What follows belongs to an exercise in optimizing a design on an open flow for small area, a short achievable clock period and few clock cycles; a production flow would make more cautious choices.
In this exercise RTL edits were held to simulation tests only and were not proved equivalent to the original.
Power and IR drop assume default switching activity.

==> inputs of job 8606 <==
// tpm_match
module tpm_match (
    input  wire         clk,
    input  wire         rst,
    input  wire         start,
    input  wire         bitsonly,       
    input  wire         lenient,
    input  wire [15:0]  pos_in,
    input  wire [15:0]  trn_len,
    input  wire [15:0]  byte_off_in,
    input  wire [15:0]  dst_len,
    input  wire [31:0]  d_hdr_mark,
    input  wire [31:0]  d_hdr_space,
    input  wire [31:0]  d_bit_mark,
    input  wire [31:0]  d_one_space,
    input  wire [31:0]  d_zero_space,
    input  wire [31:0]  d_ftr_mark,
    input  wire [31:0]  d_ftr_space,
    input  wire [31:0]  d_nbits,
    input  wire [31:0]  d_cfg,
    input  wire [31:0]  d_excess,
    output wire         trn_re,
    output wire [13:0]  trn_addr,
    input  wire [31:0]  trn_rdata,
    input  wire         dst_we,
    input  wire [4:0]   dst_waddr,
    input  wire [7:0]   dst_wdata,
    output wire [255:0] dst,
    output reg          busy,
    output reg          done,
    output reg          err,
    output reg          match,
    output reg          partial,
    output reg  [7:0]   errpos,
    output reg  [15:0]  used,
    output reg  [15:0]  bits,
    output reg  [15:0]  pos_out,
    output reg  [15:0]  byte_off_out
);
    localparam PH_HM = 3'd0;    
    localparam PH_HS = 3'd1;    
    localparam PH_BM = 3'd2;    
    localparam PH_BS = 3'd3;    
    localparam PH_FM = 3'd4;    
    localparam PH_FS = 3'd5;    
    wire start_ok = start && !busy;
    reg  [3:0] nz_hm, nz_hs, nz_bm, nz_one, nz_zero, nz_fm, nz_fs, nz_nb, eq_oz;
    reg        bitsonly_q;
    wire       hdr_en = !bitsonly_q && (nz_hm != 4'd0);
    wire       fm_en  = !bitsonly_q && (nz_fm != 4'd0);
    wire       fs_en  = !bitsonly_q && (nz_fs != 4'd0);
    reg        nb_nz;
    reg        ca_1, ca_10, ca_3, ca_5, ca_6, ca_7, ca_8, ca_9, ca_nbhi;
    reg  [5:0] ca_nb;
    reg  [15:0] trn_len_q, dst_len_q;
    reg  [3:0] chk_q;
    wire [5:0] room = dst_len_q[5:0] - byte_off_out[5:0];
    reg  [3:0] chk_b;
    always @(*) begin
        chk_b = 4'd0;
  ...
Settings: LEC_CHECK=0, CAP_MARGIN=20, CORE_MARGIN=2, CORE_UTILIZATION=70, PLACE_DENSITY=0.85, SLEW_MARGIN=20; clock period 14.0 ns.
standard.sh (not shown) runs the stock make flow with config.mk's settings and CLKGATE_MAP_FILE= SYNTH_SCRIPT=/design/flow/synth_recipe.tcl, a recipe that flattens the netlist after the stock synthesis.
==> flow/flow/run.sh <==
#!/bin/bash
# The standard layout (the standard.sh, ORFS from synthesis to finish) with
# one change: the buffers ORFS puts on every input and output port are
# sky130_fd_sc_hd__buf_4 instead of its default pick, a delay buffer, so the
# port paths see less buffer delay.  Everything else is as standard.sh does it.
set -euo pipefail
export BUFFER_PORTS_ARGS="-buffer_cell sky130_fd_sc_hd__buf_4"
bash standard.sh > standard_sh.log 2>&1
==> job 2642 (differences from job 8606) <==
--- a/flow/design.v
+++ b/flow/design.v
@@ -181,23 +181,28 @@
     wire        x_wp = x_inp || !r_p[38];
     wire        x_wz = x_inz || !r_z[38];
     reg  [255:0] dst_q;
     reg  [127:0] shadow;
     reg  [31:0]  touched;
     reg          lenient_q, msb_q, fatl_q;
     reg  [5:0]   wbyte;        
-    reg  [8:0]   nb;           
-    assign dst = dst_q;
+    reg  [31:0]  dvalid;
+    genvar g;
+    generate
+        for (g = 0; g < 32; g = g + 1) begin : g_dst
+            assign dst[g*8 +: 8] = dst_q[g*8 +: 8] & {8{dvalid[g]}};
+        end
+    endgenerate
     wire        hw_en = dst_we && !start && !busy;
     wire [3:0]  hw_lo = {4{hw_en}} & (4'd1 << dst_waddr[1:0]);
     wire [7:0]  hw_hi = 8'd1 << dst_waddr[4:2];
     wire [31:0] hw_sel = {{4{hw_hi[7]}} & hw_lo, {4{hw_hi[6]}} & hw_lo, {4{hw_hi[5]}} & hw_lo,
                           {4{hw_hi[4]}} & hw_lo, {4{hw_hi[3]}} & hw_lo, {4{hw_hi[2]}} & hw_lo,
                           {4{hw_hi[1]}} & hw_lo, {4{hw_hi[0]}} & hw_lo};
-    wire [2:0] bpos = msb_q ? ~nb[2:0] : nb[2:0];
+    wire [2:0] bpos = msb_q ? ~bits[2:0] : bits[2:0];
     reg fin, fin_match, fin_partial, bit_wr, cons1, cons2;
     always @(*) begin
         fin = 1'b0; fin_match = 1'b0; fin_partial = 1'b0;
         bit_wr = 1'b0; cons1 = 1'b0; cons2 = 1'b0;
         if (f_v && sw2) begin
             bit_wr = 1'b1;
             if (f_last) begin fin = 1'b1; fin_match = 1'b1; end
@@ -209,22 +214,22 @@
                         cons1 = 1'b1;
                         if (f_last) begin fin = 1'b1; fin_match = 1'b1; end
                     end
                 end
                 PH_BM: begin
                     if (f_z1 || !f_wp) begin
                         fin = 1'b1;
-                        fin_match = lenient_q && (nb[8:0] != 9'd0);
+                        fin_match = lenient_q && (bits[8:0] != 9'd0);
                         fin_partial = 1'b1;
                     end
                 end
                 PH_BS: begin
                     if (!(f_wp || f_wz)) begin
                         fin = 1'b1;
-                        fin_match = lenient_q && (nb[8:0] != 9'd0);
+                        fin_match = lenient_q && (bits[8:0] != 9'd0);
                         fin_partial = 1'b1;
                     end else begin
                         bit_wr = 1'b1;
                         cons2 = 1'b1;
                         if (f_last) begin fin = 1'b1; fin_match = 1'b1; end
                     end
                 end
@@ -248,16 +253,16 @@
             endcase
         end
     end
     wire bit_val = f_wp && (!f_wz || f_cl);
     wire chk_err = (chk_q != 4'd0);
     wire finish  = run && (chk_err ? f_v : fin);
     wire bit_we  = run && bit_wr && !chk_err;
-    wire sh_we   = bit_we && (sw2 || nb[8:7] == 2'd0);    
-    wire more    = nb[8] || (nb[7] && nb[6:0] != 7'd0);
+    wire sh_we   = bit_we && (sw2 || bits[8:7] == 2'd0);    
+    wire more    = bits[8] || (bits[7] && bits[6:0] != 7'd0);
     reg         cm;                
     reg         cm_match;
     reg  [15:0] pcur;              
     wire [15:0] pcur_nx = pcur + {14'd0, cons2, cons1};
     integer i, j;
     always @(posedge clk) begin
         tol_q     <= d_cfg[7:0];
@@ -337,25 +342,25 @@
                 iph   <= iph_nx;
                 if (iph_c == PH_BS) ibleft <= ibleft - 9'd1;
                 if (i_last) iss <= 1'b0;
             end
             used <= used + {14'd0, cons2, cons1};
             pcur <= pcur_nx;
             if (bit_we) begin
-                nb <= nb + 9'd1;
-                if (nb[2:0] == 3'd7) wbyte <= wbyte + 6'd1;
-                if (!sw2 && nb[8:0] == 9'd128) s2addr <= pcur[13:0] + 14'd1;
+                bits <= bits + 16'd1;
+                if (bits[2:0] == 3'd7) wbyte <= wbyte + 6'd1;
+                if (!sw2 && bits[8:0] == 9'd128) s2addr <= pcur[13:0] + 14'd1;
             end
             if (sh_we) begin
                 for (i = 0; i < 32; i = i + 1)
                     if (wbyte[4:0] == i) touched[i] <= 1'b1;
                 for (i = 0; i < 16; i = i + 1)
                     if (wbyte[3:0] == i)
                         for (j = 0; j < 8; j = j + 1)
-                            if (nb[2:0] == 3'd0 || bpos == j)
+                            if (bits[2:0] == 3'd0 || bpos == j)
                                 shadow[i*8 + j] <= (bpos == j) ? bit_val : 1'b0;
             end
             if (finish) begin
                 run  <= 1'b0;
                 iss  <= 1'b0;
                 cm   <= 1'b1;
                 m_v  <= 1'b0;
@@ -366,39 +371,39 @@
                 if (!sw2) begin
                     err      <= chk_err;
                     errpos   <= {4'd0, chk_q};
                     match    <= !chk_err && fin_match;
                     partial  <= !chk_err && fin_match && fin_partial;
                     if (chk_err || !fin_match) begin
                         used <= 16'd0;
+                        bits <= 16'd0;
                     end else begin
                         pos_out <= pcur_nx;
                     end
                 end
             end
         end
         if (cm) begin
             cm <= 1'b0;
             if (cm_match && !sw2 && more) begin
                 run     <= 1'b1;
                 iss     <= 1'b1;
                 sw2     <= 1'b1;
                 iph     <= PH_BS;
                 iaddr   <= s2addr;
-                ibleft  <= nb[8:0] - 9'd128;
-                nb    <= 9'd128;
+                ibleft  <= bits[8:0] - 9'd128;
+                bits    <= 16'd128;
                 wbyte   <= byte_off_out[5:0] + 6'd16;
                 touched <= 32'd0;
             end else begin
                 busy <= 1'b0;
                 done <= 1'b1;
                 sw2  <= 1'b0;
-                bits <= cm_match ? {7'd0, nb} : 16'd0;
                 if (cm_match)
-                    byte_off_out <= {10'd0, wbyte + {5'd0, nb[2:0] != 3'd0}};
+                    byte_off_out <= {10'd0, wbyte + {5'd0, bits[2:0] != 3'd0}};
             end
         end
         if (rst) begin
             run   <= 1'b0;
             iss   <= 1'b0;
             sw2   <= 1'b0;
             cm    <= 1'b0;
@@ -410,28 +415,34 @@
             f_v   <= 1'b0;
         end else if (start_ok) begin
             run   <= 1'b1;
             iss   <= 1'b1;
             busy  <= 1'b1;
             done  <= 1'b0;
         end
-        if (rst)
-            dst_q <= 256'd0;
-        else if (cm) begin
+        if (cm) begin
             if (cm_match)
                 for (i = 0; i < 32; i = i + 1)
-                    if (touched[i]) dst_q[i*8 +: 8] <= shadow[(i%16)*8 +: 8];
+                    if (touched[i]) begin
+                        dst_q[i*8 +: 8] <= shadow[(i%16)*8 +: 8];
+                        dvalid[i] <= 1'b1;
+                    end
         end else begin
             for (i = 0; i < 32; i = i + 1)
-                if (hw_sel[i]) dst_q[i*8 +: 8] <= dst_wdata;
+                if (hw_sel[i]) begin
+                    dst_q[i*8 +: 8] <= dst_wdata;
+                    dvalid[i] <= 1'b1;
+                end
         end
+        if (rst)
+            dvalid <= 32'd0;
         if (st1) begin
             lenient_q    <= lenient;
             used         <= 16'd0;
-            nb           <= 9'd0;
+            bits         <= 16'd0;
             pcur         <= pos_in;
             pos_out      <= pos_in;
             byte_off_out <= byte_off_in;
             wbyte        <= byte_off_in[5:0];
             touched      <= 32'd0;
         end
     end
==> flow/run.sh (new file) <==
#!/bin/bash
# synth_recipe.tcl (not shown) runs the flow's synth.tcl, then flattens the netlist and writes it again
# the make line also repeats each setting of config.mk as NAME=value (left out here)
make -C /OpenROAD-flow-scripts/flow DESIGN_CONFIG=/design/flow/config.mk WORK_HOME=/design/flow/orfs CLKGATE_MAP_FILE= SYNTH_SCRIPT=/design/flow/synth_recipe.tcl finish
removed: flow/flow/run.sh
removed: flow/standard.sh
==> notes <==
In job 8606 the sequential power is lower than in job 2642, by about 5.6%. Against job 8606, the clock skew of job 2642 is higher by 39 ps. Of job 8606 and job 2642, job 2642 has the higher count of clock-buffer cells in the layout (gap 3). Of job 2642 and job 8606, job 2642 has the higher die area (gap 4.2%, measured against job 8606). In job 2642 the via count is larger than in job 8606, by 8.1%. Final cell count: job 8606 is lower than job 2642 (about 0.45%). In job 2642 the core utilization is higher than in job 8606, by 1.8 points. Between job 2642 and job 8606, the lower non-clock buffer count is in job 2642 (gap 17).
Testbench counts of job 8606, summed over its fixed seeds: cycles 26,880.
Testbench counts of job 2642, summed over its fixed seeds: cycles 26,880.

==> static timing again, ports no longer ideal <==
The flow's constraints put no driver on any port. The routed layouts listed below were extracted and timed again, unchanged, in two steps. Step 1 sets driving cells, clkbuf_16 on the clock port and buf_2 on the other inputs (assumed; they add their load-dependent delay and slew). Step 2 moves the port delays by t, midway between the first and last clock arrival at a register: inputs arrive t later, outputs are due t later. That takes back most of the time a late clock gives input paths. a / b / c = ideal ports / drivers / drivers and shift; a / b = the first two.
| run | shift t [ns] | slack for setup (ns) | slew at the worst register clock pin (ns) | pins driven straight from the clock port |
|---|---|---|---|---|
| job 8606 | 0.813 | 9.238 / 9.281 / 8.468 | 0.07 / 0.07 | 1 |
| job 2642 | 0.840 | 8.440 / 8.351 / 7.740 | 0.08 / 0.08 | 1 |
After both steps setup and hold are still met in every run listed. The setup slack of job 8606, which loses most, moves by +0.043 ns with the drivers and by -0.770 ns with both steps.
